This design comes from an exercise in tuning for small area, a short achievable clock period and few clock cycles on the open sky130 flow, not from production work. Function was checked by simulation only, so behaviour that the tests miss may differ from the original. Power figures rest on the tool's default switching activity, not on a simulated workload.

File: flow/design.v
module obc_scr (
    input  wire       clk,
    input  wire       rst,
    input  wire       do_seed,    
    input  wire       do_step,    
    input  wire [7:0] imm,
    input  wire       gen,        
    output wire       bit_out
);
    reg  [6:0] lfsr;
    wire       fb = lfsr[6] ^ lfsr[3];
    assign bit_out = fb ^ (imm[0] & ~gen);
    always @(posedge clk) begin
        if (rst)
            lfsr <= 7'd0;
        else if (do_seed)
            lfsr <= imm[6:0];
        else if (do_step)
            lfsr <= {lfsr[5:0], fb};
    end
endmodule
module obc_enc (
    input  wire       clk,
    input  wire       rst,
    input  wire       do_clr,     
    input  wire       do_bit,     
    input  wire       b,
    output wire [1:0] code        
);
    reg [5:0] hist;               
    assign code[0] = b ^ hist[1] ^ hist[2] ^ hist[4] ^ hist[5];
    assign code[1] = b ^ hist[0] ^ hist[1] ^ hist[2] ^ hist[5];
    always @(posedge clk) begin
        if (rst || do_clr)
            hist <= 6'd0;
        else if (do_bit)
            hist <= {hist[4:0], b};
    end
endmodule
module obc_pun (
    input  wire       clk,
    input  wire       rst,
    input  wire       do_start,   
    input  wire       do_bit,     
    input  wire [1:0] rate_in,
    output reg        keep        
);
    reg [1:0] rate;
    reg [2:0] phase;
    reg       wrap;
    always @(*) begin
        case (rate)
            2'd1:    begin wrap = (phase == 3'd3); keep = (phase != 3'd3); end
            2'd2:    begin wrap = (phase == 3'd5); keep = (phase != 3'd3) && (phase != 3'd4); end
            default: begin wrap = 1'b1;            keep = 1'b1; end
        endcase
    end
    always @(posedge clk) begin
        if (rst) begin
            rate  <= 2'd0;
            phase <= 3'd0;
        end else if (do_start) begin
            rate  <= rate_in;
            phase <= 3'd0;
        end else if (do_bit) begin
            phase <= wrap ? 3'd0 : phase + 3'd1;
        end
    end
endmodule
module obc_ilv (
    input  wire         clk,
    input  wire         rst,
    input  wire         do_cfg,     
    input  wire         do_bit,     
    input  wire         do_end,     
    input  wire [1:0]   mod_in,
    input  wire         b,
    output wire         idle,       
    output wire         emit,       
    output reg  [8:0]   ncbps_out,
    output wire [287:0] buf_out
);
    reg [1:0]   mod;
    reg [8:0]   fill;
    reg [287:0] buffer;
    reg [8:0]   j;
    integer     n;
    assign idle    = (fill == 9'd0);
    assign buf_out = buffer;
    always @(*) begin
        case (mod)
            2'd0: ncbps_out = 9'd48;
            2'd1: ncbps_out = 9'd96;
            2'd2: ncbps_out = 9'd192;
            default: ncbps_out = 9'd288;
        endcase
    end
    assign emit = (fill == ncbps_out - 9'd1);
    wire [3:0] fa = fill[3:0];
    wire [4:0] fb = fill[8:4];
    reg  [1:0] bm3, am3, rm3;
    always @(*) begin
        bm3 = 2'(fb % 5'd3);
        am3 = 2'(fa % 4'd3);
        rm3 = (bm3 >= am3) ? bm3 - am3 : bm3 + 2'd3 - am3;
        case (mod)
            2'd0: j = 9'd3 * fa + fb;
            2'd1: j = 9'd6 * fa + fb;
            2'd2: j = 9'd12 * fa + {fb[4:1], fb[0] ^ fa[0]};
            default: j = 9'd18 * fa + (fb - bm3) + rm3;
        endcase
    end
    reg [17:0] row;
    reg [15:0] col;
    always @(*) begin
        for (n = 0; n < 18; n = n + 1)
            row[n] = do_bit && (j[8:4] == n);
        for (n = 0; n < 16; n = n + 1)
            col[n] = (j[3:0] == n);
    end
    always @(posedge clk) begin
        for (n = 0; n < 288; n = n + 1)
            if (row[n / 16] & col[n % 16])
                buffer[n] <= b;
    end
    always @(posedge clk) begin
        if (rst) begin
            mod  <= 2'd0;
            fill <= 9'd0;
        end else if (do_cfg) begin
            if (idle)
                mod <= mod_in;
        end else if (do_end) begin
            fill <= 9'd0;
        end else if (do_bit) begin
            fill <= emit ? 9'd0 : fill + 9'd1;
        end
    end
endmodule
module obc_map (
    input  wire       clk,
    input  wire       rst,
    input  wire       do_cfg,     
    input  wire       do_bit,     
    input  wire       do_end,     
    input  wire [1:0] mod_in,
    input  wire       b,
    output wire       idle,       
    output wire       emit,       
    output reg  [7:0] lvl         
);
    reg [1:0] mod;
    reg [2:0] fill;
    reg [4:0] acc;
    reg [5:0] g;                  
    integer   n;
    assign idle = (fill == 3'd0);
    assign emit = (mod == 2'd0) ? 1'b1 :
                  (mod == 2'd1) ? (fill == 3'd1) :
                  (mod == 2'd2) ? (fill == 3'd3) : (fill == 3'd5);
    always @(*) begin
        for (n = 0; n < 5; n = n + 1)
            g[n] = (fill == n) ? b : acc[n];
        g[5] = b;
    end
    function [3:0] l1(input x);
        l1 = x ? 4'sd1 : -4'sd1;
    endfunction
    function [3:0] l2(input x0, input x1);
        case ({x0, x1})
            2'b00: l2 = -4'sd3;
            2'b01: l2 = -4'sd1;
            2'b10: l2 = 4'sd3;
            default: l2 = 4'sd1;
        endcase
    endfunction
    function [3:0] l3(input x0, input x1, input x2);
        case ({x0, x1, x2})
            3'b000: l3 = -4'sd7;
            3'b001: l3 = -4'sd5;
            3'b010: l3 = -4'sd1;
            3'b011: l3 = -4'sd3;
            3'b100: l3 = 4'sd7;
            3'b101: l3 = 4'sd5;
            3'b110: l3 = 4'sd1;
            default: l3 = 4'sd3;
        endcase
    endfunction
    always @(*) begin
        case (mod)
            2'd0: lvl = {4'd0, l1(g[0])};
            2'd1: lvl = {l1(g[1]), l1(g[0])};
            2'd2: lvl = {l2(g[2], g[3]), l2(g[0], g[1])};
            default: lvl = {l3(g[3], g[4], g[5]), l3(g[0], g[1], g[2])};
        endcase
    end
    always @(posedge clk) begin
        if (do_bit)
            for (n = 0; n < 5; n = n + 1)
                if (fill == n)
                    acc[n] <= b;
    end
    always @(posedge clk) begin
        if (rst) begin
            mod  <= 2'd0;
            fill <= 3'd0;
        end else if (do_cfg) begin
            if (idle)
                mod <= mod_in;
        end else if (do_end) begin
            fill <= 3'd0;
        end else if (do_bit) begin
            fill <= emit ? 3'd0 : fill + 3'd1;
        end
    end
endmodule
module obc_crc (
    input  wire        clk,
    input  wire        rst,
    input  wire        do_init,    
    input  wire        do_byte,    
    input  wire [7:0]  data,
    output wire [31:0] crc_out     
);
    reg [31:0] crcn;
    function [31:0] tab(input [7:0] idx);
        integer k;
        reg [31:0] t;
        begin
            t = 32'd0;
            if (idx[0]) t = t ^ 32'h77073096;
            if (idx[1]) t = t ^ 32'hEE0E612C;
            if (idx[2]) t = t ^ 32'h076DC419;
            if (idx[3]) t = t ^ 32'h0EDB8832;
            if (idx[4]) t = t ^ 32'h1DB71064;
            if (idx[5]) t = t ^ 32'h3B6E20C8;
            if (idx[6]) t = t ^ 32'h76DC4190;
            if (idx[7]) t = t ^ 32'hEDB88320;
            tab = t;
        end
    endfunction
    wire [31:0] crc = ~crcn;
    assign crc_out = crcn;
    always @(posedge clk) begin
        if (rst || do_init)
            crcn <= 32'd0;
        else if (do_byte)
            crcn <= ~(tab(crc[7:0] ^ data) ^ {8'h00, crc[31:8]});
    end
endmodule
module ofdm_bit_core (
    input  wire         clk,
    input  wire         rst,           
    input  wire         req_valid,
    output wire         req_ready,
    input  wire [15:0]  req_cmd,
    output reg          rsp_valid,
    output reg  [2:0]   rsp_status,
    output reg  [8:0]   rsp_len,       
    output wire [287:0] rsp_dout
);
    localparam [2:0] ST_OK        = 3'd0;
    localparam [2:0] ST_BADRATE   = 3'd1;
    localparam [2:0] ST_MALFORMED = 3'd3;
    localparam [2:0] ST_ILLEGAL   = 3'd4;
    assign req_ready = 1'b1;
    reg        cv;
    reg [15:0] cw;
    always @(posedge clk) begin
        cv <= req_valid & ~rst;
        cw <= req_cmd;
    end
    wire [3:0] unit = cw[15:12];
    wire [3:0] op   = cw[11:8];
    wire [7:0] imm  = cw[7:0];
    wire scr_seed = (unit == 4'd1) && (op == 4'd0) && (imm[7] == 1'b0);
    wire scr_bit  = (unit == 4'd1) && (op == 4'd1) && (imm[7:1] == 7'd0);
    wire scr_gen  = (unit == 4'd1) && (op == 4'd2) && (imm == 8'd0);
    wire enc_clr  = (unit == 4'd2) && (op == 4'd0) && (imm == 8'd0);
    wire enc_bit  = (unit == 4'd2) && (op == 4'd1) && (imm[7:1] == 7'd0);
    wire pun_strt = (unit == 4'd3) && (op == 4'd0) && (imm[7:2] == 6'd0);
    wire pun_bit  = (unit == 4'd3) && (op == 4'd1) && (imm[7:1] == 7'd0);
    wire ilv_cfg  = (unit == 4'd4) && (op == 4'd0) && (imm[7:2] == 6'd0);
    wire ilv_bit  = (unit == 4'd4) && (op == 4'd1) && (imm[7:1] == 7'd0);
    wire ilv_end  = (unit == 4'd4) && (op == 4'd2) && (imm == 8'd0);
    wire map_cfg  = (unit == 4'd5) && (op == 4'd0) && (imm[7:2] == 6'd0);
    wire map_bit  = (unit == 4'd5) && (op == 4'd1) && (imm[7:1] == 7'd0);
    wire map_end  = (unit == 4'd5) && (op == 4'd2) && (imm == 8'd0);
    wire crc_init = (unit == 4'd9) && (op == 4'd0) && (imm == 8'd0);
    wire crc_byte = (unit == 4'd9) && (op == 4'd1);
    wire crc_fin  = (unit == 4'd9) && (op == 4'd2) && (imm == 8'd0);
    wire legal = scr_seed | scr_bit | scr_gen | enc_clr | enc_bit | pun_strt | pun_bit |
                 ilv_cfg | ilv_bit | ilv_end | map_cfg | map_bit | map_end |
                 crc_init | crc_byte | crc_fin;
    wire        fire = cv;
    wire        pun_rate_ok = (imm[1:0] != 2'd3);
    wire        ilv_idle;
    wire        map_idle;
    wire        scr_out;
    wire [1:0]  enc_out;
    wire        pun_keep;
    wire        ilv_emit;
    wire [8:0]  ilv_n;
    wire [287:0] ilv_buf;
    wire        map_emit;
    wire [7:0]  map_lvl;
    wire [31:0] crc_val;
    obc_scr u_scr (
        .clk(clk), .rst(rst),
        .do_seed(fire & scr_seed), .do_step(fire & (scr_bit | scr_gen)),
        .imm(imm), .gen(scr_gen), .bit_out(scr_out)
    );
    obc_enc u_enc (
        .clk(clk), .rst(rst),
        .do_clr(fire & enc_clr), .do_bit(fire & enc_bit),
        .b(imm[0]), .code(enc_out)
    );
    obc_pun u_pun (
        .clk(clk), .rst(rst),
        .do_start(fire & pun_strt & pun_rate_ok), .do_bit(fire & pun_bit),
        .rate_in(imm[1:0]), .keep(pun_keep)
    );
    obc_ilv u_ilv (
        .clk(clk), .rst(rst),
        .do_cfg(fire & ilv_cfg), .do_bit(fire & ilv_bit), .do_end(fire & ilv_end),
        .mod_in(imm[1:0]), .b(imm[0]),
        .idle(ilv_idle), .emit(ilv_emit), .ncbps_out(ilv_n), .buf_out(ilv_buf)
    );
    obc_map u_map (
        .clk(clk), .rst(rst),
        .do_cfg(fire & map_cfg), .do_bit(fire & map_bit), .do_end(fire & map_end),
        .mod_in(imm[1:0]), .b(imm[0]),
        .idle(map_idle), .emit(map_emit), .lvl(map_lvl)
    );
    obc_crc u_crc (
        .clk(clk), .rst(rst),
        .do_init(fire & crc_init), .do_byte(fire & crc_byte),
        .data(imm), .crc_out(crc_val)
    );
    reg [2:0] nxt_status;
    reg [8:0] nxt_len;
    always @(*) begin
        nxt_status = ST_OK;
        nxt_len    = 9'd0;
        if (!legal)
            nxt_status = ST_ILLEGAL;
        else if (scr_bit || scr_gen)
            nxt_len = 9'd1;
        else if (enc_bit)
            nxt_len = 9'd2;
        else if (pun_strt) begin
            if (!pun_rate_ok)
                nxt_status = ST_BADRATE;
        end else if (pun_bit) begin
            if (pun_keep)
                nxt_len = 9'd1;
        end else if (ilv_cfg || ilv_end) begin
            if (!ilv_idle)
                nxt_status = ST_MALFORMED;
        end else if (ilv_bit) begin
            if (ilv_emit)
                nxt_len = ilv_n;
        end else if (map_cfg || map_end) begin
            if (!map_idle)
                nxt_status = ST_MALFORMED;
        end else if (map_bit) begin
            if (map_emit)
                nxt_len = 9'd8;
        end else if (crc_fin)
            nxt_len = 9'd32;
    end
    reg [31:0] nxt_lo;
    always @(*) begin
        if (cw[15])
            nxt_lo = crc_val;
        else if (!cw[12])
            nxt_lo = {ilv_buf[31:2], cw[13] ? enc_out : ilv_buf[1:0]};
        else if (cw[14])
            nxt_lo = {ilv_buf[31:8], map_lvl};
        else
            nxt_lo = {ilv_buf[31:1], cw[13] ? imm[0] : scr_out};
    end
    reg [31:0] lo;
    always @(posedge clk) begin
        if (rst)
            rsp_valid <= 1'b0;
        else
            rsp_valid <= fire;
        rsp_status <= nxt_status;
        rsp_len    <= nxt_len;
        lo         <= nxt_lo;
    end
    assign rsp_dout = {ilv_buf[287:32], lo};
endmodule
File: flow/run.sh
#!/bin/bash
# synth_recipe.tcl (not shown) runs the flow's synth.tcl, then flattens the netlist and writes it again
# the make line also repeats each setting of config.mk as NAME=value (left out here)
make -C /OpenROAD-flow-scripts/flow DESIGN_CONFIG=/design/flow/config.mk WORK_HOME=/design/flow/orfs CLKGATE_MAP_FILE= SYNTH_SCRIPT=/design/flow/synth_recipe.tcl finish
File: flow/config.mk
export PLATFORM = sky130hd
export DESIGN_NAME = ofdm_bit_core
export DESIGN_NICKNAME = ofdm_bit_core
export VERILOG_FILES = /design/flow/design.v
export SDC_FILE = /design/flow/constraint.sdc
export NUM_CORES = 4
export LEC_CHECK = 0
export CAP_MARGIN = 20
export CORE_MARGIN = 2
export CORE_UTILIZATION = 40
export PLACE_DENSITY = 0.6
export SLEW_MARGIN = 20
export SYNTH_MEMORY_MAX_BITS = 16384
File: flow/constraint.sdc
create_clock -name core_clock -period 16.0 [get_ports {clk}]
set_input_delay 3.2000 -clock core_clock [delete_from_list [all_inputs] [get_ports {clk}]]
set_output_delay 3.2000 -clock core_clock [all_outputs]
set_load 0.01 [all_outputs]
==> results of run 1 <==
[stage by stage]
stage	total power, mW	instances	hold slack [ns]	util	setup slack [ns]
global placement	1.27	2603	0.461	0.433	7.65
detailed placement	1.27	2603	0.467	0.433	7.55
global route	2.44	2690	0.494	0.463	6.89
floorplan	1.24	1944	0.449	-	9.33
finish	2.37	2690	0.475	0.463	7.51
CTS	2.39	2690	0.481	0.463	7.49
[power by group through the flow]
stage,clock (mW),sequential [mW],combinational [mW]
global placement,0,1.20,0.0698
floorplan,0,1.20,0.0419
detailed placement,0,1.20,0.0701
global route,1.19,1.17,0.0765
CTS,1.15,1.17,0.0706
finish,1.13,1.17,0.0701
[path summary, 6_finish.rpt]
kind                              startpoint                    endpoint  slack (ns)  cells after the start
hold / removal    u_ilv.buffer[20]$_DFFE_PP_              lo[20]$_DFF_P_        0.48                      1
hold reg to reg   u_ilv.buffer[20]$_DFFE_PP_              lo[20]$_DFF_P_        0.48                      1
setup / recovery  u_ilv.fill[1]$_SDFFE_PP0P_  u_ilv.buffer[62]$_DFFE_PP_        7.51                     27
setup reg to reg  u_ilv.fill[1]$_SDFFE_PP0P_  u_ilv.buffer[62]$_DFFE_PP_        7.51                     27
[synth_stat cells, types with 5 or more instances]
master / number
buf_4: 268
nor3_2: 49
or2_2: 6
and2_1: 6
a2111oi_0: 15
o211ai_1: 9
nand2b_1: 15
a21oi_1: 47
dfxtp_1: 127
ha_1: 70
mux2i_1: 27
clkbuf_1: 56
nor2b_1: 11
and3_1: 5
buf_1: 10
or4_1: 5
a2111oi_1: 9
nor3_1: 174
xor2_1: 30
o22ai_1: 8
o21a_1: 6
edfxtp_1: 293
a31oi_1: 7
nor4_1: 21
mux2_2: 27
nand4_1: 13
a211oi_1: 36
nor2_1: 115
buf_6: 7
nand3_1: 48
nor4_2: 51
o21ai_0: 23
inv_1: 45
xnor2_1: 83
buf_2: 39
a21o_1: 8
or3_1: 5
nand2_1: 83
fa_1: 6
[metal layers]
layer | vias up | wire (um) | share of wire | GRT usage
met4 | 0 | 1640 | 0.026 | 0.0629
li1 | 6810 | - | - | -
met5 | - | 0 | 0 | 0
met3 | 93 | 5470 | 0.086 | 0.0650
met2 | 509 | 28800 | 0.45 | 0.340
met1 | 7379 | 27500 | 0.43 | 0.294
[registers in the layout (all words and copies together) (netlist names)]
name,count
cv,1
cw,16
lo,32
rsp_len,8
rsp_status,3
rsp_valid,1
u_crc.crcn,32
u_enc.hist,6
u_ilv.buffer,288
u_ilv.fill,9
u_ilv.mod,2
u_map.acc,5
u_map.fill,3
u_map.mod,2
u_pun.phase,3
u_pun.rate,2
u_scr.lfsr,7
[placed cells by master, fill, tap and decap left out, types with 11 or more instances in the layout]
cell,n
nor4_2,52
nand2b_1,15
inv_1,45
nor4_1,20
clkbuf_16,50
mux2_2,27
dfxtp_1,126
o21ai_0,23
nor2_1,115
a211oi_1,36
nand2_1,82
nor2b_1,11
xor2_1,30
edfxtp_1,293
xnor2_1,83
mux2i_1,26
clkdlybuf4s50_1,318
buf_4,17
nor3_2,49
a21oi_1,47
a2111oi_0,15
nand4_1,13
nand3_1,47
nor3_1,174
ha_1,70
[area by class of cell]
cell class / count / area (um^2)
repair buffers: 335 / 3310
multi-input cells: 1097 / 8030
clock buffers: 59 / 1300
well taps: 704 / 881
inverters: 47 / 176
clock inverters: 28 / 307
flip-flops and latches: 420 / 11300
fillers: 4922 / 29400
[worst reg2reg max path: cells and delay by family, from the launching register on]
kind	cells	cell delay (ns)
adders and majority gates	6	1.74
AOI/OAI and AO/OA	7	2.06
buffers and inverters	4	1.81
and+or+nand+nor	6	1.28
xor gates and xnor gates	4	0.69
DFF	1	0.58
[logic make-up after synthesis]
group	share of synthesized area
AOI/OAI and AO/OA	0.0743
xor gates and xnor gates	0.0449
adders and majority gates	0.0452
buffers and inverters	0.123
DFF	0.515
muxes	0.0268
other	0.000341
and+or+nand+nor	0.171
==> flow_metrics.tcl, run 1 <==
set metrics [dict create \
    outcome "complete, no violations" \
    cts-resized-gates 0 \
    numClockSinks 420 \
    synth_cell_type_count 89 \
    initial_utilization 0.402 \
    setup_viol 0 \
    dp_hpwl_um 43600 \
    synth_nets 2039 \
    drv_cap 0 \
    powerDensity_mw_per_mm2 93.7 \
    netlist_instances 1944 \
    worst_slew_margin_rel 0.249 \
    core_area_mm2 0.0548 \
    final_max_slew_viol_count 0 \
    gp_congestion 0.893 \
    drt_iter0_drc 1188 \
    die_w_um 239 \
    hold_class "flip-flop to flip-flop" \
    layout-drive-gt1-share 0.125 \
    cp-end-kind "flip-flop" \
    seqPwrFrac 0.494 \
    rows 86 \
    ir_drop_v 0.0000874 \
    ctsHoldBuffers 0 \
    place_area_mm2 0.0237 \
    numPortBuffers 318 \
    ioPinCount 321 \
    viasPerCell 5.50 \
    critPathMaxStageDelay_ns 0.82 \
    crit_path_start_kind "flip-flop" \
    p_leak_nw 8.50 \
    synth.area.top_cells "edfxtp_1, dfxtp_1, buf_4, ha_1, nor3_1" \
    power_frac_comb 0.030 \
    critPathTopFamily "compound AO/OA/AOI/OAI gates" \
    num-nets-final 2044 \
    finClkSkew_ns 0.0243 \
    crit_fanout 64 \
    min_period_over_period 0.531 \
    rsz0062_at_grt "no" \
    drc_errors 0 \
    dr.pass1.iters 6 \
    clkPwrFrac 0.476 \
    syn_area_mm2 0.0220 \
    crit_type "flip-flop to flip-flop" \
    htree_levels 2 \
    max_freq_mhz 118 \
    vias 14800 \
    wl_per_cell_um 23.6 \
    cts_buffers 48 \
    clk_latency_ns 0.59 \
    synth_area_per_cell_um2 11.3 \
    clk_pin_slew_worst_paths_ns 0.06 \
    synth_top_area_cell "edfxtp_1" \
    yosysTopAreaCellShare 0.399 \
    swShare 0.213 \
    synth_seq_cells 420 \
    ys_warn_count 7 \
    synthArstFlopShare 0 \
    grt_overflow 0 \
    fin_crit_ns 8.49 \
    design_area_mm2 0.0253 \
    cts_tree "yes" \
    yosysSeqAreaShare 0.515 \
    cts-root-buf "clkbuf_16" \
    path_common_cell "ha_1" \
    track_usage 0.218 \
    hold_viol_final 0 \
    worst-path-buf-inv 4 \
    crit_slowest_cell "o32a_2" \
    post-cts-setup-buffers 0 \
    ys.flop_type "edfxtp_1" \
    worst_pin_slew_ns 1.13 \
    antenna_left 0 \
    antennaDiodeCount 0 \
    drt-total-wl_um 63500 \
    p_int_mw 1.87 \
    fin_setup_tns_ns 0 \
    synthToLayoutAreaGrowth_pct 15.1 \
    cp.required_ns 16.29 \
    grt_pass1_vias 14500 \
    die_h_um 239 \
    arrival_ns 8.78 \
    clockBufferDepth 3 \
    die-area_mm2 0.0570 \
    antenna_found_initial 1 \
    grt_pass1_wl_um 93900 \
    switching_power_mw 0.505 \
    grt_max_degree 123 \
    synth-edff-count 293 \
]
Testbench counts, summed over its fixed seeds: cycles 35,835.
==> run 2, diff against run 1 <==
--- a/flow/design.v
+++ b/flow/design.v
@@ -83,31 +83,22 @@
     reg [1:0]   mod;
-    reg [8:0]   fill;
-    reg [287:0] buffer;
+    reg [3:0]   fa;
+    reg [4:0]   fb;
     reg [8:0]   j;
+    reg [1:0]   r3;
+    reg [287:0] buffer;
+    reg [4:0]   last_b;
+    reg [4:0]   inc;
     integer     n;
-    assign idle    = (fill == 9'd0);
     assign buf_out = buffer;
+    assign idle    = (fa == 4'd0) && (fb == 5'd0);
     always @(*) begin
         case (mod)
-            2'd0: ncbps_out = 9'd48;
-            2'd1: ncbps_out = 9'd96;
-            2'd2: ncbps_out = 9'd192;
-            default: ncbps_out = 9'd288;
-        endcase
-    end
-    assign emit = (fill == ncbps_out - 9'd1);
-    wire [3:0] fa = fill[3:0];
-    wire [4:0] fb = fill[8:4];
-    reg  [1:0] bm3, am3, rm3;
-    always @(*) begin
-        bm3 = 2'(fb % 5'd3);
-        am3 = 2'(fa % 4'd3);
-        rm3 = (bm3 >= am3) ? bm3 - am3 : bm3 + 2'd3 - am3;
-        case (mod)
-            2'd0: j = 9'd3 * fa + fb;
-            2'd1: j = 9'd6 * fa + fb;
-            2'd2: j = 9'd12 * fa + {fb[4:1], fb[0] ^ fa[0]};
-            default: j = 9'd18 * fa + (fb - bm3) + rm3;
+            2'd0: begin ncbps_out = 9'd48;  last_b = 5'd2;  inc = 5'd3; end
+            2'd1: begin ncbps_out = 9'd96;  last_b = 5'd5;  inc = 5'd6; end
+            2'd2: begin ncbps_out = 9'd192; last_b = 5'd11; inc = (fa[0] ^ fb[0]) ? 5'd11 : 5'd13; end
+            default: begin ncbps_out = 9'd288; last_b = 5'd17; inc = (r3 != 2'd0) ? 5'd17 : 5'd20; end
         endcase
     end
+    wire wrap = (fa == 4'd15);
+    assign emit = wrap && (fb == last_b);
     reg [17:0] row;
@@ -127,4 +118,7 @@
         if (rst) begin
-            mod  <= 2'd0;
-            fill <= 9'd0;
+            mod <= 2'd0;
+            fa  <= 4'd0;
+            fb  <= 5'd0;
+            j   <= 9'd0;
+            r3  <= 2'd0;
         end else if (do_cfg) begin
@@ -132,6 +126,17 @@
                 mod <= mod_in;
-        end else if (do_end) begin
-            fill <= 9'd0;
+        end else if (do_end || (do_bit && emit)) begin
+            fa <= 4'd0;
+            fb <= 5'd0;
+            j  <= 9'd0;
+            r3 <= 2'd0;
         end else if (do_bit) begin
-            fill <= emit ? 9'd0 : fill + 9'd1;
+            fa <= fa + 4'd1;
+            if (wrap) begin
+                fb <= fb + 5'd1;
+                j  <= {4'd0, fb + 5'd1};
+                r3 <= (r3 == 2'd2) ? 2'd0 : r3 + 2'd1;
+            end else begin
+                j  <= j + {4'd0, inc};
+                r3 <= (r3 == 2'd0) ? 2'd2 : r3 - 2'd1;
+            end
         end
--- a/flow/config.mk
+++ b/flow/config.mk
@@ -10,2 +10,3 @@
 export CORE_UTILIZATION = 40
+export CTS_BUF_LIST = sky130_fd_sc_hd__clkbuf_4 sky130_fd_sc_hd__clkbuf_8
 export PLACE_DENSITY = 0.6
==> run 2 against run 1 <==
Still clean on timing, DRC and antenna. Non-clock buffer count is 2 lower. Cell count fell by 3.8%. Combinational power up 6.1%. Synthesized cell count is 8.1% lower. Global-route usage decreased by 1.4 points. Worst setup slack better by 3.7 ns. Synthesized area is 10% lower. Clock power fell by 11%. Routed wire length fell by 17%. Highest routed layer is now met5.
==> flow_metrics.tcl, run 2 <==
set metrics [dict create \
    fin_util 0.475 \
    post-cts-setup-buffers 0 \
    synth_seq_cells 431 \
    ys_warn_count 7 \
    crit_type "flip-flop to primary output" \
    antenna_found_initial 2 \
    worst_pin_slew_ns 1.07 \
    largest_reg_flops 288 \
    crit_fanout 1 \
    outcome "complete, no violations" \
    routed.top_layer "met5" \
    ir_drop_v 0.0000646 \
    synth_area_per_cell_um2 11.0 \
    viasPerCell 4.97 \
    p_int_mw 1.78 \
    min_period_over_period 0.301 \
    fin_setup_tns_ns 0 \
    top_register "u_ilv.buffer" \
    dr.pass1.iters 5 \
    arrival_ns 1.62 \
    worst-path-buf-inv 1 \
    htree_levels 3 \
    yosysSeqAreaShare 0.586 \
    routed-wl-met2_um 25600 \
    cp_cell_sequence "clkdlybuf4s50_1" \
    max_freq_mhz 207 \
    drv_cap 0 \
    power_frac_comb 0.033 \
    fin_crit_ns 4.82 \
    finalNonFillerCells 2589 \
    die_h_um 226 \
    numPortBuffers 318 \
    ys.flop_type "edfxtp_1" \
    numClockSinks 431 \
    track_usage 0.204 \
    synthArstFlopShare 0 \
    yosysTopAreaCellShare 0.446 \
    crit_slowest_cell "clkdlybuf4s50_1" \
    switching_power_mw 0.511 \
    fill_cells 4481 \
    die_w_um 226 \
    netlist_instances 1786 \
    gp_congestion 0.843 \
    cts-root-buf "clkbuf_8" \
    grt_pass1_wl_um 77700 \
    worst_slew_margin_rel 0.281 \
    crit_path_start_kind "flip-flop" \
    drt-total-wl_um 52900 \
    num-nets-final 1912 \
    layout_commonest_cell "nor2_1" \
    die-area_mm2 0.0511 \
    reg.largest.list "u_ilv.buffer x288, lo x32, u_crc.crcn x32" \
    ctsHoldBuffers 0 \
    vias 12900 \
    dp_hpwl_um 35600 \
    clk_latency_ns 0.66 \
    grt_max_degree 238 \
    synthToLayoutAreaGrowth_pct 17.5 \
    rows 81 \
    core_area_mm2 0.0487 \
    pre_cts_slack_ns 10.97 \
    critPathTopFamily "buffers and inverters" \
    synth_top_area_cell "edfxtp_1" \
    cts-resized-gates 0 \
    setup_viol 0 \
    drc_errors 0 \
    initial_utilization 0.404 \
    clk_pin_slew_worst_paths_ns 0.07 \
    critPathMaxStageDelay_ns 0.62 \
    route.layer.met1.wl_um 21500 \
    final_max_slew_viol_count 0 \
    setup_ws_ns 11.18 \
    cts_buffers 75 \
    synth_cell_type_count 74 \
    drt_iter0_drc 900 \
    multi_input_area_mm2 0.00583 \
    hold_viol_final 0 \
    wl_met3_um 4350 \
    yosysMostFrequentCell "nor2_1" \
    rsz0062_at_grt "no" \
    dp.cells 2450 \
    clkPwrFrac 0.442 \
    antenna_left 0 \
    swShare 0.223 \
    syn_area_mm2 0.0197 \
    seqPwrFrac 0.526 \
    wl_per_cell_um 20.4 \
    cp-end-kind "primary output" \
    p_leak_nw 7.52 \
    synth_common_cells "nor2_1, edfxtp_1, buf_4" \
    synth_nets 1835 \
    grt_pass1_vias 12900 \
    cp.required_ns 12.80 \
    layout-drive-gt1-share 0.0998 \
    synth.area.top_cells "edfxtp_1, dfxtp_1, buf_4, nor2_1, nand2_1" \
    grt_overflow 0 \
    ioPinCount 321 \
    hold_class "flip-flop to flip-flop" \
    cts_tree "yes" \
    final_cell_mix "nor2_1, clkdlybuf4s50_1, edfxtp_1" \
    synth-edff-count 293 \
    clockBufferDepth 3 \
    finClkSkew_ns 0.0404 \
    powerDensity_mw_per_mm2 98.8 \
    regArea_mm2 0.0116 \
]
==> run 2: cell types whose count changed in the layout (fill, tap and decap cells not counted), moves of 14 or more <==
cell	change
ha_1	-41
clkbuf_4	+22
nor2_1	+252
clkbuf_16	-50
nor4_1	-16
nand3_1	-26
nand2_1	+62
xnor2_1	-22
nor3_1	-154
clkbuf_8	+86
nor4_2	-50
xor2_1	-14
nor3_2	-46
==> run 2: path summary, 6_finish.rpt <==
check / start / end / slack (ns) / cells past startpoint
worst max register to register: cw[1]$_DFF_P_ / u_ilv.buffer[3]$_DFFE_PP_ / 12.49 / 6
worst min-delay path: u_enc.hist[3]$_SDFFE_PP0P_ / u_enc.hist[4]$_SDFFE_PP0P_ / 0.46 / 2
worst max-delay path: u_ilv.buffer[36]$_DFFE_PP_ / rsp_dout[36] / 11.18 / 1
worst min register to register: u_enc.hist[3]$_SDFFE_PP0P_ / u_enc.hist[4]$_SDFFE_PP0P_ / 0.46 / 2
==> run 2: cell type report <==
cell class / count / area share
antenna: 1 / 0.000108
clock buffer: 110 / 0.0591
clock inverter: 28 / 0.00610
inverter: 32 / 0.00518
multi-input combinational: 990 / 0.252
sequential: 431 / 0.499
tap: 664 / 0.0359
timing repair buffer: 333 / 0.143
==> run 2: per-stage QoR <==
stage          cell area, um^2  power, mW  hold slack [ns]
4_1_cts                  23200       2.32            0.460
3_3_place_gp             21700       1.30            0.443
3_5_place_dp             21700       1.30            0.446
6_report                 23200       2.29            0.461
5_1_grt                  23200       2.37            0.495
2_1_floorplan            19700       1.28            0.431
==> run 2: power by group through the flow <==
stage / sequential (mW) / clock (mW) / combinational (mW)
floorplan: 1.23 / 0 / 0.0465
global placement: 1.23 / 0 / 0.0742
detailed placement: 1.23 / 0 / 0.0746
CTS: 1.20 / 1.04 / 0.0752
global route: 1.20 / 1.08 / 0.0812
finish: 1.20 / 1.01 / 0.0744
==> run 2: cells by family after synthesis <==
| kind of cell | share of synthesized area |
|---|---|
| flops | 0.586 |
| mux | 0.0245 |
| xor+xnor | 0.0483 |
| compound gates | 0.0567 |
| buf+inv | 0.120 |
| simple gates | 0.145 |
| other cells | 0.000381 |
| fa+ha+maj | 0.0194 |
==> run 2: routing by layer <==
metal	global-route usage	vias up
met5	0	-
met4	0.0775	2
met3	0.0649	99
met2	0.338	458
met1	0.248	6292
li1	-	6010
Testbench counts of run 2, summed over its fixed seeds: cycles 35,835.
==> run 3, diff against run 2 <==
--- a/flow/config.mk
+++ b/flow/config.mk
@@ -10,3 +10,2 @@
 export CORE_UTILIZATION = 40
-export CTS_BUF_LIST = sky130_fd_sc_hd__clkbuf_4 sky130_fd_sc_hd__clkbuf_8
 export PLACE_DENSITY = 0.6
==> run 3 against run 2 <==
Core utilization rose by 0.12 points. Maximum frequency rose by 1.7%. First-iteration DRC count fell by 5.1%. Global-route usage fell by 0.31 points. Die area did not move. Sequential share of layout area fell by 0.12 points.
==> flow_metrics.tcl, run 3 <==
set metrics [dict create \
    outcome "complete, no violations" \
    largest_reg_flops 288 \
    yosysTopAreaCellShare 0.446 \
    numPortBuffers 318 \
    cts_tree "yes" \
    hold_viol_final 0 \
    viasPerCell 5.00 \
    antennaDiodeCount 0 \
    antenna_left 0 \
    worst-path-buf-inv 1 \
    yosysMostFrequentCell "nor2_1" \
    arrival_ns 1.54 \
    dr.pass1.iters 7 \
    wl_per_cell_um 20.7 \
    synthArstFlopShare 0 \
    grt_pass1_wl_um 76900 \
    rows 81 \
    grt_max_degree 238 \
    drt_iter0_drc 854 \
    die_h_um 226 \
    worst_pin_slew_ns 1.06 \
    synth_area_per_cell_um2 11.0 \
    die_w_um 226 \
    p_leak_nw 7.49 \
    drc_errors 0 \
    layout_commonest_cell "nor2_1" \
    antenna_found_initial 1 \
    synthToLayoutAreaGrowth_pct 17.8 \
    die-area_mm2 0.0511 \
    pre_cts_slack_ns 10.97 \
    cp_cell_sequence "clkdlybuf4s50_1" \
    numClockSinks 431 \
    reg.largest.list "u_ilv.buffer x288, lo x32, u_crc.crcn x32" \
    ioPinCount 321 \
    powerDensity_mw_per_mm2 103 \
    vias 12700 \
    finClkSkew_ns 0.0216 \
    synth_top_area_cell "edfxtp_1" \
    crit_path_start_kind "flip-flop" \
    cp-end-kind "primary output" \
    fin_crit_ns 4.74 \
    yosysSeqAreaShare 0.586 \
    clk_latency_ns 0.60 \
    initial_utilization 0.404 \
    layout-drive-gt1-share 0.0737 \
    finalNonFillerCells 2537 \
    critPathTopFamily "buffers and inverters" \
    setup_ws_ns 11.26 \
    netlist_instances 1786 \
    final_cell_mix "nor2_1, clkdlybuf4s50_1, edfxtp_1" \
    cp.required_ns 12.80 \
    clk_pin_slew_worst_paths_ns 0.06 \
    core_area_mm2 0.0487 \
    ys_warn_count 7 \
    drv_cap 0 \
    hold_class "flip-flop to flip-flop" \
    clockBufferDepth 3 \
    gp_congestion 0.843 \
    crit_type "flip-flop to primary output" \
    crit_slowest_cell "clkdlybuf4s50_1" \
    ir_drop_v 0.0000870 \
    synth_nets 1835 \
    final_max_slew_viol_count 0 \
    min_period_over_period 0.296 \
    htree_levels 2 \
    rsz0062_at_grt "no" \
    grt_pass1_vias 12600 \
    track_usage 0.201 \
    syn_area_mm2 0.0197 \
    grt_overflow 0 \
    dp.cells 2450 \
    fin_setup_tns_ns 0 \
    setup_viol 0 \
    ctsHoldBuffers 0 \
    max_freq_mhz 211 \
    dp_hpwl_um 35600 \
    crit_fanout 1 \
    synth_seq_cells 431 \
    synth.area.top_cells "edfxtp_1, dfxtp_1, buf_4, nor2_1, nand2_1" \
    critPathMaxStageDelay_ns 0.57 \
    cts_buffers 47 \
    ys.flop_type "edfxtp_1" \
    post-cts-setup-buffers 0 \
    drt-total-wl_um 52500 \
    cts-root-buf "clkbuf_16" \
    num-nets-final 1884 \
    synth_cell_type_count 74 \
    worst_slew_margin_rel 0.288 \
    synth_common_cells "nor2_1, edfxtp_1, buf_4" \
    top_register "u_ilv.buffer" \
    synth-edff-count 293 \
    cts-resized-gates 0 \
]
run 3: cells by family after synthesis:
group,Yosys count,synth area share
DFF,431,0.586
adders and majority gates,30,0.0194
AOI/OAI and AO/OA,168,0.0567
xor gates and xnor gates,92,0.0483
muxes,45,0.0245
and+or+nand+nor,653,0.145
buffers and inverters,365,0.120
other,2,0.000381
run 3: per-stage QoR:
| step | cell area (um^2) | utilization | hold slack [ns] | power (mW) |
|---|---|---|---|---|
| CTS | 23200 | 0.476 | 0.453 | 2.41 |
| global route | 23200 | 0.476 | 0.491 | 2.45 |
| finish | 23200 | 0.476 | 0.455 | 2.38 |
| global placement | 21700 | 0.444 | 0.443 | 1.30 |
| detailed placement | 21700 | 0.444 | 0.446 | 1.30 |
| floorplan | 19700 | - | 0.431 | 1.28 |
run 3: layout make-up:
cell class,count,area (um^2)
Timing Repair Buffer,333,3310
Clock buffer,55,1250
Inverter,32,120
Sequential cell,431,11600
Fill cell,4440,25500
Tap cell,664,831
Multi-Input combinational cell,990,5830
Clock inverter,32,323
run 3: path summary, 6_finish.rpt:
path                              startpoint                    endpoint  slack, ns  cells after the start
setup / recovery              lo[21]$_DFF_P_                rsp_dout[21]      11.26                      1
hold / removal    u_enc.hist[3]$_SDFFE_PP0P_  u_enc.hist[4]$_SDFFE_PP0P_       0.45                      2
setup reg to reg               cw[1]$_DFF_P_   u_ilv.buffer[6]$_DFFE_PP_      12.48                      6
hold reg to reg   u_enc.hist[3]$_SDFFE_PP0P_  u_enc.hist[4]$_SDFFE_PP0P_       0.45                      2
run 3: metal layers:
layer / global-route usage / wire length (um) / vias up
met5: 0 / 11 / -
met4: 0.0645 / 1500 / 2
met3: 0.0587 / 3870 / 77
met2: 0.335 / 25300 / 377
met1: 0.251 / 21800 / 6269
li1: - / - / 5950
run 3: power by group:
part / total, mW / switching (mW) / leakage, nW / internal (mW)
combinational: 0.0746 / 0.0415 / 2.96 / 0.0331
clock: 1.11 / 0.463 / 0.772 / 0.643
sequential: 1.20 / 0.0100 / 3.76 / 1.19
total: 2.38 / 0.515 / 7.49 / 1.87
==> run 4, diff against run 3 <==
==> flow/flow/run.sh (new file) <==
#!/bin/bash
# The standard layout, with the port buffers made from the smallest buffer
# cell instead of the flow's default choice; repair may still upsize them.
set -euo pipefail
export BUFFER_PORTS_ARGS="-buffer_cell sky130_fd_sc_hd__buf_1"
bash standard.sh > standard_flow.log 2>&1
==> flow/standard.sh (new file) <==
#!/bin/bash
# synth_recipe.tcl (not shown) runs the flow's synth.tcl, then flattens the netlist and writes it again
# the make line also repeats each setting of config.mk as NAME=value (left out here)
make -C /OpenROAD-flow-scripts/flow DESIGN_CONFIG=/design/flow/config.mk WORK_HOME=/design/flow/orfs CLKGATE_MAP_FILE= SYNTH_SCRIPT=/design/flow/synth_recipe.tcl "${@:-finish}"
removed: flow/run.sh
==> run 4 against run 3 <==
Critical path depth is the same. Via count is 0.86% lower. Clock power hardly changed. Global-route usage shrank 0.73 points. Die area is the same. Flip-flop and latch count did not move. Sequential share of layout area up 4.5 points. Count of clock-buffer cells in the layout is 3 higher. Core utilization decreased by 4.0 points. Non-clock buffer count is 1 higher. First-iteration DRC count fell by 0.70%. Largest cell class unchanged. Largest power group unchanged. Highest routed layer is now met4.
==> flow_metrics.tcl, run 4 <==
set metrics [dict create \
    crit_type "flip-flop to primary output" \
    yosysTopAreaCellShare 0.446 \
    arrival_ns 1.17 \
    post-cts-setup-buffers 0 \
    fin_setup_tns_ns 0 \
    cts-root-buf "clkbuf_16" \
    dp_hpwl_um 33900 \
    r2r_start "cw[1]$_DFF_P_" \
    startpoint "u_ilv.buffer[232]$_DFFE_PP_" \
    rows 81 \
    ys_warn_count 7 \
    worst-path-buf-inv 1 \
    grt_pass1_wl_um 74500 \
    min_period_over_period 0.273 \
    synthArstFlopShare 0 \
    synth_cell_type_count 74 \
    cts_buffers 46 \
    synth.area.top_cells "edfxtp_1, dfxtp_1, buf_4, nor2_1, nand2_1" \
    powerDensity_mw_per_mm2 113 \
    final_cell_mix "nor2_1, buf_1, edfxtp_1" \
    cp-end-kind "primary output" \
    syn_area_mm2 0.0197 \
    setup_viol 0 \
    drc_errors 0 \
    num-nets-final 1884 \
    critPathTopFamily "flip-flops" \
    top_register "u_ilv.buffer" \
    initial_utilization 0.404 \
    htree_levels 2 \
    wl_per_cell_um 19.9 \
    layout-drive-gt1-share 0.0763 \
    drv_cap 0 \
    p_leak_nw 6.67 \
    crit_path_start_kind "flip-flop" \
    core_area_mm2 0.0487 \
    numPortBuffers 318 \
    ioPinCount 321 \
    power_mw 2.40 \
    cp_cell_sequence "buf_1" \
    yosysSeqAreaShare 0.586 \
    final_max_slew_viol_count 0 \
    ys.flop_type "edfxtp_1" \
    numClockSinks 431 \
    crit_slowest_cell "edfxtp_1" \
    critPathMaxStageDelay_ns 0.34 \
    grt_overflow 0 \
    drt-total-wl_um 50500 \
    clk_pin_slew_worst_paths_ns 0.07 \
    worstHoldStart "u_enc.hist[3]$_SDFFE_PP0P_" \
    synth_nets 1835 \
    die_w_um 226 \
    vias 12600 \
    synth_seq_cells 431 \
    clk_latency_ns 0.58 \
    die_h_um 226 \
    rsz0062_at_grt "no" \
    synth_top_area_cell "edfxtp_1" \
    fin_util 0.437 \
    yosysMostFrequentCell "nor2_1" \
    hold_slack_ns 0.462 \
    dr.pass1.iters 5 \
    ir_drop_v 0.0000777 \
    cts-resized-gates 0 \
    track_usage 0.194 \
    netlist_instances 1786 \
    finClkSkew_ns 0.0189 \
    synth-edff-count 293 \
    fill_cells 4597 \
    antennaDiodeCount 0 \
    largest_reg_flops 288 \
    hold_class "flip-flop to flip-flop" \
    worst_pin_slew_ns 1.14 \
    die-area_mm2 0.0511 \
    layout_commonest_cell "nor2_1" \
    clockBufferDepth 3 \
    gp_congestion 0.840 \
    synth_area_per_cell_um2 11.0 \
    cts_tree "yes" \
    hold_viol_final 0 \
    synth_common_cells "nor2_1, edfxtp_1, buf_4" \
    fin_crit_ns 4.37 \
    drt_iter0_drc 848 \
    antenna_found_initial 0 \
    dp.cells 2451 \
    viasPerCell 4.95 \
    outcome "complete, no violations" \
    grt_pass1_vias 12200 \
    finalNonFillerCells 2537 \
    worst_slew_margin_rel 0.238 \
    synthToLayoutAreaGrowth_pct 7.94 \
    grt_max_degree 238 \
    antenna_left 0 \
    cp.required_ns 12.80 \
    crit_fanout 1 \
    ctsHoldBuffers 0 \
    reg.largest.list "u_ilv.buffer x288, lo x32, u_crc.crcn x32" \
    max_freq_mhz 229 \
]
## run 4: cell counts after synthesis
Identical to the previous run, type by type.
## run 4: per-stage QoR
stage          setup WS, ns  area, um^2
2_1_floorplan         10.31       19700
3_3_place_gp          11.39       19700
3_5_place_dp          11.36       19700
4_1_cts               11.62       21300
5_1_grt               11.60       21300
6_report              11.63       21300
## run 4: cells by family after synthesis
family	count (synthesis)	share of synthesized area
and+or+nand+nor	653	0.145
AOI/OAI and AO/OA	168	0.0567
DFF	431	0.586
xor gates and xnor gates	92	0.0483
adders and majority gates	30	0.0194
muxes	45	0.0245
other	2	0.000381
buffers and inverters	365	0.120
## run 4: worst min-delay path, delay by kind of cell, from the launching register on
| kind | cells | cell delay, ns |
|---|---|---|
| flops | 1 | 0.31 |
| simple gates | 1 | 0.05 |
| compound gates | 1 | 0.05 |
## run 4: cell type report
cell class,instances,area [um^2],share of cell area
clock buffers,58,1260,0.0593
inverters,32,120,0.00564
multi-input cells,990,5830,0.274
repair buffers,334,1330,0.0623
well taps,664,831,0.0390
flip-flops and latches,431,11600,0.544
clock inverters,28,344,0.0162
## run 4: where the power goes
part | total, mW | internal (mW) | leakage [nW] | switching, mW
combinational | 0.0677 | 0.0266 | 2.12 | 0.0411
sequential | 1.20 | 1.19 | 3.76 | 0.00992
clock | 1.13 | 0.674 | 0.790 | 0.453
## run 4: final timing paths
| check | endpoint | slack [ns] | cells after the start |
|---|---|---|---|
| min | u_enc.hist[4]$_SDFFE_PP0P_ | 0.46 | 2 |
| min reg2reg | u_enc.hist[4]$_SDFFE_PP0P_ | 0.46 | 2 |
| max reg2reg | u_ilv.buffer[128]$_DFFE_PP_ | 12.51 | 6 |
| max | rsp_dout[232] | 11.63 | 1 |
## run 4: metal layers
layer | track usage | vias up | wire (um)
met5 | 0 | - | 0
met4 | 0.0652 | 0 | 1470
met3 | 0.0474 | 85 | 3560
met2 | 0.313 | 430 | 24000
met1 | 0.254 | 6103 | 21500
li1 | - | 5948 | -
==> run 5, diff against run 4 <==
--- a/flow/config.mk
+++ b/flow/config.mk
@@ -10,2 +10,4 @@
 export CORE_UTILIZATION = 40
+export CTS_CLUSTER_DIAMETER = 100
+export CTS_CLUSTER_SIZE = 25
 export PLACE_DENSITY = 0.6
==> run 5 against run 4 <==
First-iteration DRC count up 7.1%. Global-route usage decreased by 0.59 points. Clock skew grew 0.020 ns. Core utilization down 1.9 points. Register-to-register slack about the same. Synthesized area unchanged. Critical endpoint unchanged. Highest routed layer unchanged.
==> flow_metrics.tcl, run 5 <==
set metrics [dict create \
    outcome "complete, no violations" \
    dp_hpwl_um 33900 \
    ys.flop_type "edfxtp_1" \
    die_h_um 226 \
    critPathMaxStageDelay_ns 0.35 \
    cts_tree "yes" \
    arrival_ns 1.17 \
    crit_path_start_kind "flip-flop" \
    grt_pass1_wl_um 73200 \
    clockBufferDepth 3 \
    reg2reg_depth 6 \
    critPathTopFamily "flip-flops" \
    wl_per_cell_um 20.0 \
    yosysMostFrequentCell "nor2_1" \
    regArea_mm2 0.0116 \
    synth_common_cells "nor2_1, edfxtp_1, buf_4" \
    seqPwrFrac 0.631 \
    ys_warn_count 7 \
    p_int_mw 1.49 \
    final_max_slew_viol_count 0 \
    drv_cap 0 \
    place_area_mm2 0.0197 \
    synth_cell_type_count 74 \
    antenna_left 0 \
    crit_type "flip-flop to primary output" \
    ir_drop_v 0.0000742 \
    cp.required_ns 12.80 \
    ioPinCount 321 \
    hold_viol_final 0 \
    swShare 0.219 \
    reg.largest.list "u_ilv.buffer x288, lo x32, u_crc.crcn x32" \
    worst-path-buf-inv 1 \
    fin_crit_ns 4.37 \
    switching_power_mw 0.416 \
    htree_levels 1 \
    cts-resized-gates 0 \
    grt_overflow 0 \
    power_frac_comb 0.036 \
    multi_input_area_mm2 0.00583 \
    crit_fanout 1 \
    die_w_um 226 \
    layout-drive-gt1-share 0.0525 \
    finClkSkew_ns 0.0388 \
    clk_latency_ns 0.57 \
    synth_nets 1835 \
    drt_iter0_drc 908 \
    num-nets-final 1860 \
    drc_errors 0 \
    antenna_found_initial 0 \
    gp_congestion 0.840 \
    worst_slew_margin_rel 0.216 \
    p_leak_nw 6.20 \
    layout_commonest_cell "nor2_1" \
    largest_reg_flops 288 \
    min_period_over_period 0.273 \
    numPortBuffers 318 \
    post-cts-setup-buffers 0 \
    hold_class "flip-flop to flip-flop" \
    synthToLayoutAreaGrowth_pct 3.17 \
    final_cell_mix "nor2_1, buf_1, edfxtp_1" \
    cts_buffers 22 \
    drt-total-wl_um 49700 \
    clkPwrFrac 0.333 \
    grt_pass1_vias 11900 \
    fin_setup_tns_ns 0 \
    rsz0062_at_grt "no" \
    powerDensity_mw_per_mm2 93.6 \
    antennaDiodeCount 0 \
    synth_area_per_cell_um2 11.0 \
    numClockSinks 431 \
    crit_slowest_cell "edfxtp_1" \
    max_freq_mhz 229 \
    dr.pass1.iters 5 \
    cp_num_cells 1 \
    cp-end-kind "primary output" \
    syn_area_mm2 0.0197 \
    yosysSeqAreaShare 0.586 \
    track_usage 0.188 \
    synth_top_area_cell "edfxtp_1" \
    rows 81 \
    die-area_mm2 0.0511 \
    top_register "u_ilv.buffer" \
    design_area_mm2 0.0203 \
    worst_pin_slew_ns 1.18 \
    initial_utilization 0.404 \
    yosysTopAreaCellShare 0.446 \
    hold_slack_ns 0.470 \
    fill_cells 4686 \
    setup_viol 0 \
    min_path_cells 2 \
    netlist_instances 1786 \
    clk_pin_slew_worst_paths_ns 0.10 \
    synth.area.top_cells "edfxtp_1, dfxtp_1, buf_4, nor2_1, nand2_1" \
    core_area_mm2 0.0487 \
    grt_max_degree 238 \
    synth-edff-count 293 \
    synthArstFlopShare 0 \
    viasPerCell 4.98 \
    vias 12400 \
    ctsHoldBuffers 0 \
    cp_cell_sequence "buf_1" \
    cts-root-buf "clkbuf_16" \
    synth_seq_cells 431 \
]
-- run 5: final timing paths --
check,startpoint,to,slack (ns)
worst max-delay path,u_ilv.buffer[232]$_DFFE_PP_,rsp_dout[232],11.63
worst min register to register,u_enc.hist[3]$_SDFFE_PP0P_,u_enc.hist[4]$_SDFFE_PP0P_,0.47
worst max register to register,cw[1]$_DFF_P_,u_ilv.buffer[128]$_DFFE_PP_,12.52
worst min-delay path,u_enc.hist[3]$_SDFFE_PP0P_,u_enc.hist[4]$_SDFFE_PP0P_,0.47
-- run 5: layout make-up --
cell class	instances	share of cell area
tap	664	0.0408
multi-input combinational	990	0.287
clock buffer	35	0.0295
sequential	431	0.569
timing repair buffer	334	0.0652
inverter	32	0.00591
clock inverter	5	0.00320
-- run 5: through the flow --
| step | instances | worst slack, ns | total power, mW | util |
|---|---|---|---|---|
| detailed placement | 2451 | 11.36 | 1.29 | 0.404 |
| global placement | 2451 | 11.39 | 1.29 | 0.404 |
| CTS | 2491 | 11.60 | 1.93 | 0.417 |
| floorplan | 1786 | 10.31 | 1.28 | - |
| finish | 2491 | 11.63 | 1.90 | 0.417 |
| global route | 2491 | 11.59 | 1.96 | 0.417 |
-- run 5: logic make-up (layout without fill, tap and decap cells) --
kind of cell	Yosys count	after routing	share of synthesized area
flip-flops	431	431	0.586
buffers and inverters	365	406	0.120
multiplexers	45	45	0.0245
adder cells (fa/ha/maj)	30	30	0.0194
other	2	2	0.000381
XOR/XNOR	92	92	0.0483
AND/OR/NAND/NOR	653	653	0.145
AO/OA/AOI/OAI	168	168	0.0567
-- run 5: metal layers --
metal / part of all wire / GRT usage / vias to the layer above
met3: 0.061 / 0.0324 / 60
li1: - / - / 5862
met5: 0 / 0 / -
met4: 0.024 / 0.0505 / 0
met2: 0.48 / 0.312 / 356
met1: 0.43 / 0.254 / 6137
-- run 5: power by group through the flow --
stage | Combinational [mW] | Sequential, mW | Clock, mW
final | 0.0676 | 1.20 | 0.634
after global routing | 0.0738 | 1.20 | 0.688
after CTS | 0.0680 | 1.20 | 0.656
after detailed placement | 0.0677 | 1.23 | 0
after global placement | 0.0672 | 1.23 | 0
after floorplan | 0.0465 | 1.23 | 0
-- run 5: worst min-delay path: cells and delay by family (launching register included) --
family / cells / cell delay [ns]
AND/OR/NAND/NOR: 1 / 0.05
AO/OA/AOI/OAI: 1 / 0.05
flip-flops: 1 / 0.32
==> run 6, diff against run 5 <==
--- a/flow/config.mk
+++ b/flow/config.mk
@@ -10,4 +10,4 @@
 export CORE_UTILIZATION = 40
-export CTS_CLUSTER_DIAMETER = 100
-export CTS_CLUSTER_SIZE = 25
+export CTS_CLUSTER_DIAMETER = 60
+export CTS_CLUSTER_SIZE = 30
 export PLACE_DENSITY = 0.6
==> run 6 against run 5 <==
First-iteration DRC count is 1.8% lower. Synthesized cell count stayed put. Flip-flop and latch count unchanged. Sequential share of layout area shrank 1.9 points. Combinational power is essentially flat. Largest cell class unchanged.
==> flow_metrics.tcl, run 6 <==
set metrics [dict create \
    outcome "complete, no violations" \
    reg.largest.list "u_ilv.buffer x288, lo x32, u_crc.crcn x32" \
    ioPinCount 321 \
    clockBufferDepth 3 \
    drv_cap 0 \
    top_register "u_ilv.buffer" \
    drt-total-wl_um 50100 \
    initial_utilization 0.404 \
    yosysTopAreaCellShare 0.446 \
    crit_type "flip-flop to primary output" \
    fin_crit_ns 4.36 \
    synthArstFlopShare 0 \
    numClockSinks 431 \
    gp_congestion 0.840 \
    die_w_um 226 \
    grt_pass1_vias 12100 \
    hold_class "flip-flop to flip-flop" \
    netlist_instances 1786 \
    synth-edff-count 293 \
    cts-resized-gates 0 \
    yosysMostFrequentCell "nor2_1" \
    cts_buffers 36 \
    ir_drop_v 0.0000777 \
    post-cts-setup-buffers 0 \
    hold_viol_final 0 \
    finClkSkew_ns 0.0443 \
    grt_pass1_wl_um 73900 \
    fin_util 0.431 \
    clk_latency_ns 0.60 \
    synth.area.top_cells "edfxtp_1, dfxtp_1, buf_4, nor2_1, nand2_1" \
    htree_levels 2 \
    cts-root-buf "clkbuf_16" \
    layout-drive-gt1-share 0.0723 \
    min_period_over_period 0.272 \
    synthToLayoutAreaGrowth_pct 6.66 \
    powerDensity_mw_per_mm2 107 \
    crit_fanout 1 \
    arrival_ns 1.16 \
    synth_area_per_cell_um2 11.0 \
    rows 81 \
    cts_tree "yes" \
    synth_top_area_cell "edfxtp_1" \
    hold_slack_ns 0.448 \
    grt_max_degree 238 \
    critPathTopFamily "flip-flops" \
    synth_nets 1835 \
    antennaDiodeCount 0 \
    wl_per_cell_um 19.9 \
    clk_pin_slew_worst_paths_ns 0.08 \
    ctsHoldBuffers 0 \
    dp_hpwl_um 33900 \
    viasPerCell 4.99 \
    fin_setup_tns_ns 0 \
    final_cell_mix "nor2_1, buf_1, edfxtp_1" \
    yosysSeqAreaShare 0.586 \
    drt_iter0_drc 892 \
    crit_slowest_cell "edfxtp_1" \
    layout_commonest_cell "nor2_1" \
    cp_cell_sequence "buf_1" \
    antenna_left 0 \
    reg2reg_slack_ns 12.50 \
    antenna_found_initial 0 \
    synth_common_cells "nor2_1, edfxtp_1, buf_4" \
    vias 12600 \
    critPathMaxStageDelay_ns 0.35 \
    ys.flop_type "edfxtp_1" \
    track_usage 0.192 \
    dr.pass1.iters 5 \
    worst_slew_margin_rel 0.269 \
    worst_pin_slew_ns 1.10 \
    crit_path_start_kind "flip-flop" \
    cp.required_ns 12.80 \
    ys_warn_count 7 \
    cp-end-kind "primary output" \
    setup_ws_ns 11.64 \
    setup_viol 0 \
    die_h_um 226 \
    pre_cts_slack_ns 11.36 \
    drc_errors 0 \
    design_area_mm2 0.0210 \
    grt_overflow 0 \
    p_leak_nw 6.53 \
    core_area_mm2 0.0487 \
    final_max_slew_viol_count 0 \
    synth_cell_type_count 74 \
    die-area_mm2 0.0511 \
    worst-path-buf-inv 1 \
    syn_area_mm2 0.0197 \
    rsz0062_at_grt "no" \
    num-nets-final 1874 \
    largest_reg_flops 288 \
    synth_seq_cells 431 \
    place_area_mm2 0.0197 \
    max_freq_mhz 229 \
    numPortBuffers 318 \
]
==> run 6: power by group <==
part | switching, mW | internal (mW)
clock network | 0.491 | 0.491
logic | 0.0409 | 0.0266
registers | 0.00993 | 1.19
==> run 6: worst paths after layout <==
kind	from	endpoint	depth (start not counted)
min	u_enc.hist[3]$_SDFFE_PP0P_	u_enc.hist[4]$_SDFFE_PP0P_	2
max	u_ilv.buffer[99]$_DFFE_PP_	rsp_dout[99]	1
max reg2reg	cw[1]$_DFF_P_	u_ilv.buffer[128]$_DFFE_PP_	6
min reg2reg	u_enc.hist[3]$_SDFFE_PP0P_	u_enc.hist[4]$_SDFFE_PP0P_	2
==> run 6: final cells by class <==
class                   instances  area [um^2]
flip-flops and latches        431        11600
well taps                     664          831
multi-input cells             990         5830
clock inverters                29          449
clock buffers                  37          905
inverters                      32          120
fillers                      4619        27700
repair buffers                334         1330
==> run 6: stage by stage <==
step	power (mW)	instances
3_3_place_gp	1.29	2451
2_1_floorplan	1.28	1786
4_1_cts	2.27	2517
5_1_grt	2.32	2517
6_report	2.25	2517
3_5_place_dp	1.29	2451
==> run 6: worst min-delay path: cells and delay by family, from the launching register on <==
kind	cells	cell delay [ns]
compound gates	1	0.05
simple gates	1	0.05
flops	1	0.31
==> run 6: per-layer routing <==
metal	share of wire	routed length [um]	vias to the layer above	GRT usage
li1	-	-	5922	-
met1	0.43	21400	6183	0.253
met2	0.48	24300	395	0.315
met3	0.064	3220	66	0.0435
met4	0.025	1230	0	0.0556
met5	0	0	-	0
==> run 6: cells by family (layout without fill, tap and decap cells) <==
family                     count (synthesis)  after routing  synth area share
other                                      2              2          0.000381
DFF                                      431            431             0.586
buffers and inverters                    365            432             0.120
and+or+nand+nor                          653            653             0.145
muxes                                     45             45            0.0245
AOI/OAI and AO/OA                        168            168            0.0567
xor gates and xnor gates                  92             92            0.0483
adders and majority gates                 30             30            0.0194
==> run 7, diff against run 6 <==
--- a/flow/design.v
+++ b/flow/design.v
@@ -83,4 +83,2 @@
     reg [1:0]   mod;
-    reg [3:0]   fa;
-    reg [4:0]   fb;
     reg [8:0]   j;
@@ -88,17 +86,34 @@
     reg [287:0] buffer;
-    reg [4:0]   last_b;
-    reg [4:0]   inc;
+    reg [8:0]   step;
+    reg         wrap;
     integer     n;
     assign buf_out = buffer;
-    assign idle    = (fa == 4'd0) && (fb == 5'd0);
+    assign idle    = (j == 9'd0);
     always @(*) begin
         case (mod)
-            2'd0: begin ncbps_out = 9'd48;  last_b = 5'd2;  inc = 5'd3; end
-            2'd1: begin ncbps_out = 9'd96;  last_b = 5'd5;  inc = 5'd6; end
-            2'd2: begin ncbps_out = 9'd192; last_b = 5'd11; inc = (fa[0] ^ fb[0]) ? 5'd11 : 5'd13; end
-            default: begin ncbps_out = 9'd288; last_b = 5'd17; inc = (r3 != 2'd0) ? 5'd17 : 5'd20; end
+            2'd0: begin
+                ncbps_out = 9'd48;
+                wrap = (j >= 9'd45);
+                step = wrap ? 9'd1 - 9'd45 : 9'd3;
+            end
+            2'd1: begin
+                ncbps_out = 9'd96;
+                wrap = (j >= 9'd90);
+                step = wrap ? 9'd1 - 9'd90 : 9'd6;
+            end
+            2'd2: begin
+                ncbps_out = 9'd192;
+                wrap = (j >= 9'd180);
+                step = wrap ? (j[0] ? 9'd0 - 9'd180 : 9'd2 - 9'd180) : (j[0] ? 9'd11 : 9'd13);
+            end
+            default: begin
+                ncbps_out = 9'd288;
+                wrap = (j >= 9'd270);
+                step = wrap ? 9'd1 - 9'd270 : ((r3 != 2'd0) ? 9'd17 : 9'd20);
+            end
         endcase
     end
-    wire wrap = (fa == 4'd15);
-    assign emit = wrap && (fb == last_b);
+    assign emit = (mod == 2'd0) ? (j == 9'd47) :
+                  (mod == 2'd1) ? (j == 9'd95) :
+                  (mod == 2'd2) ? (j == 9'd190) : (j == 9'd287);
     reg [17:0] row;
@@ -119,4 +134,2 @@
             mod <= 2'd0;
-            fa  <= 4'd0;
-            fb  <= 5'd0;
             j   <= 9'd0;
@@ -127,4 +140,2 @@
         end else if (do_end || (do_bit && emit)) begin
-            fa <= 4'd0;
-            fb <= 5'd0;
             j  <= 9'd0;
@@ -132,11 +143,7 @@
         end else if (do_bit) begin
-            fa <= fa + 4'd1;
-            if (wrap) begin
-                fb <= fb + 5'd1;
-                j  <= {4'd0, fb + 5'd1};
+            j <= j + step;
+            if (wrap)
                 r3 <= (r3 == 2'd2) ? 2'd0 : r3 + 2'd1;
-            end else begin
-                j  <= j + {4'd0, inc};
+            else
                 r3 <= (r3 == 2'd0) ? 2'd2 : r3 - 2'd1;
-            end
         end
--- a/flow/config.mk
+++ b/flow/config.mk
@@ -8,7 +8,7 @@
 export CAP_MARGIN = 20
-export CORE_MARGIN = 2
-export CORE_UTILIZATION = 40
-export CTS_CLUSTER_DIAMETER = 60
-export CTS_CLUSTER_SIZE = 30
-export PLACE_DENSITY = 0.6
+export CORE_AREA = 2.3 2.72 187.68 187.68
+export CTS_CLUSTER_DIAMETER = 100
+export CTS_CLUSTER_SIZE = 25
+export DIE_AREA = 0 0 190.0 190.0
+export PLACE_DENSITY = 0.7
 export SLEW_MARGIN = 20
==> run 7 against run 6 <==
Still clean on timing, DRC and antenna. Synthesized area fell by 3.8%. Synthesized cell count is 4.8% lower. Critical path depth did not move. Worst hold slack improved by 0.035 ns. Clock skew is 0.024 ns lower. Worst setup slack gained 0.054 ns. Clock power decreased by 41%. Core utilization grew 13 points. Count of clock-buffer cells in the layout fell by 2. Register-to-register slack got worse by 0.17 ns. Power shrank 19%. Die area shrank 29%. Critical path type unchanged.
==> flow_metrics.tcl, run 7 <==
set metrics [dict create \
    layout-drive-gt1-share 0.0453 \
    power_mw 1.82 \
    worst_pin_slew_ns 1.12 \
    max_freq_mhz 232 \
    crit_path_start_kind "flip-flop" \
    finClkSkew_ns 0.0203 \
    synth_nets 1752 \
    clk_pin_slew_worst_paths_ns 0.11 \
    yosysTopAreaCellShare 0.464 \
    cp-end-kind "primary output" \
    cp_cell_sequence "buf_1" \
    numClockSinks 422 \
    crit_slowest_cell "edfxtp_1" \
    use_met2 0.395 \
    synthArstFlopShare 0 \
    synth_top_area_cell "edfxtp_1" \
    post-cts-setup-buffers 0 \
    hold_class "flip-flop to flip-flop" \
    cts_tree "yes" \
    ioPinCount 321 \
    synth.area.top_cells "edfxtp_1, dfxtp_1, buf_4, nor2_1, xnor2_1" \
    rsz0062_at_grt "no" \
    yosysSeqAreaShare 0.600 \
    switching_power_mw 0.375 \
    top_register "u_ilv.buffer" \
    final_max_slew_viol_count 0 \
    global_route.usage.met3 0.0441 \
    die-area_mm2 0.0361 \
    power_frac_comb 0.036 \
    ctsHoldBuffers 0 \
    cts_buffers 20 \
    grt_pass1_wl_um 66000 \
    num-nets-final 1759 \
    syn_area_mm2 0.0190 \
    swShare 0.206 \
    die_w_um 190 \
    gp_congestion 0.942 \
    reg.largest.list "u_ilv.buffer x288, lo x32, u_crc.crcn x32" \
    hold_viol_final 0 \
    arrival_ns 1.11 \
    htree_levels 1 \
    seqPwrFrac 0.647 \
    ys.flop_type "edfxtp_1" \
    grt_overflow 0 \
    viasPerCell 5.42 \
    critPathTopFamily "flip-flops" \
    synth-edff-count 293 \
    yosysMostFrequentCell "nor2_1" \
    antenna_left 0 \
    pre_cts_slack_ns 11.35 \
    setup_ws_ns 11.69 \
    fin_crit_ns 4.31 \
    layout_commonest_cell "nor2_1" \
    ys_warn_count 7 \
    die_h_um 190 \
    numPortBuffers 318 \
    drt_iter0_drc 923 \
    min_period_over_period 0.269 \
    cts-resized-gates 0 \
    clkPwrFrac 0.317 \
    drv_cap 0 \
    crit_fanout 1 \
    core_area_mm2 0.0343 \
    rows 68 \
    dr.pass1.iters 5 \
    grt_max_degree 138 \
    synth_seq_cells 422 \
    final_cell_mix "nor2_1, buf_1, edfxtp_1" \
    track_usage 0.237 \
    synthToLayoutAreaGrowth_pct 0.969 \
    netlist_instances 1701 \
    crit_type "flip-flop to primary output" \
    synth_common_cells "nor2_1, edfxtp_1, buf_4" \
    antenna_found_initial 0 \
    antennaDiodeCount 0 \
    cp.required_ns 12.80 \
    drt-total-wl_um 43500 \
    grt_pass1_vias 11500 \
    powerDensity_mw_per_mm2 94.8 \
    clk_latency_ns 0.54 \
    p_int_mw 1.44 \
    design_area_mm2 0.0192 \
    initial_utilization 0.553 \
    synth_cell_type_count 69 \
    clockBufferDepth 3 \
    worst_slew_margin_rel 0.253 \
    dp_hpwl_um 29200 \
    met1_usage 0.318 \
    worst-path-buf-inv 1 \
    synth_area_per_cell_um2 11.2 \
    p_leak_nw 6.00 \
    outcome "complete, no violations" \
    drc_errors 0 \
    place_area_mm2 0.0186 \
    vias 11800 \
    fin_setup_tns_ns 0 \
    largest_reg_flops 288 \
    wl_per_cell_um 20.0 \
    setup_viol 0 \
    critPathMaxStageDelay_ns 0.40 \
    hold_slack_ns 0.483 \
    ir_drop_v 0.0000950 \
    cts-root-buf "clkbuf_16" \
    grt.busiest_layer "met2" \
]
run 7: worst register-to-register path, cell delays in order (launching register included):
cell,delay [ns]
dfxtp_1,0.80
inv_1,0.24
nand2_1,0.11
a2111oi_0,0.12
nand2_1,0.15
a21oi_1,0.08
or2_2,0.29
ha_1,0.21
fa_1,0.40
a21oi_1,0.21
o211ai_1,0.15
or4_1,0.47
a21oi_1,0.16
nand3_1,0.08
o311ai_0,0.11
run 7: final cells by class:
class	instances	area, um^2
Tap cell	455	569
Multi-Input combinational cell	897	5200
Clock buffer	35	578
Clock inverter	1	5.00
Timing Repair Buffer	328	1280
Sequential cell	422	11400
Inverter	39	146
Fill cell	2951	15100
run 7: routing by layer:
layer | up-vias | part of all wire
li1 | 5498 | -
met1 | 5763 | 0.43
met2 | 472 | 0.47
met3 | 73 | 0.075
met4 | 0 | 0.026
met5 | - | 0
run 7: final timing paths:
check / startpoint / endpoint / slack (ns) / cells past startpoint
setup reg to reg: u_ilv.j[4]$_SDFFE_PP0P_ / u_ilv.j[8]$_SDFFE_PP0P_ / 12.33 / 14
hold / removal: u_ilv.buffer[11]$_DFFE_PP_ / lo[11]$_DFF_P_ / 0.48 / 1
hold reg to reg: u_ilv.buffer[11]$_DFFE_PP_ / lo[11]$_DFF_P_ / 0.48 / 1
setup / recovery: u_ilv.buffer[104]$_DFFE_PP_ / rsp_dout[104] / 11.69 / 1
run 7: through the flow:
step	util	std cells
6_report	0.559	2177
3_5_place_dp	0.542	2141
4_1_cts	0.559	2177
5_1_grt	0.559	2177
2_1_floorplan	-	1701
3_3_place_gp	0.541	2140
run 7: cells by family (layout without fill, tap and decap cells):
logic type | count (synthesis) | in the layout | share of synthesized area
AO/OA/AOI/OAI | 147 | 147 | 0.0523
XOR/XNOR | 88 | 88 | 0.0413
adder cells (fa/ha/maj) | 32 | 32 | 0.0215
buffers and inverters | 382 | 403 | 0.127
flip-flops | 422 | 422 | 0.600
multiplexers | 51 | 51 | 0.0286
other | 2 | 2 | 0.000396
AND/OR/NAND/NOR | 577 | 577 | 0.129
run 7: power by group through the flow:
stage / registers (mW) / logic [mW] / clock network (mW)
2_1_floorplan: 1.21 / 0.0428 / 0
3_3_place_gp: 1.20 / 0.0650 / 0
3_5_place_dp: 1.20 / 0.0657 / 0
4_1_cts: 1.17 / 0.0661 / 0.588
5_1_grt: 1.18 / 0.0723 / 0.622
6_report: 1.17 / 0.0659 / 0.576
Testbench counts of run 7, summed over its fixed seeds: cycles 35,835.

Setup slack of run 7, layout unchanged: 11.695 ns with ideal ports, 11.640 ns with driving cells assumed (clock clkbuf_16, inputs buf_2), 11.335 ns with port delays also shifted by the 0.587 ns mid clock arrival.
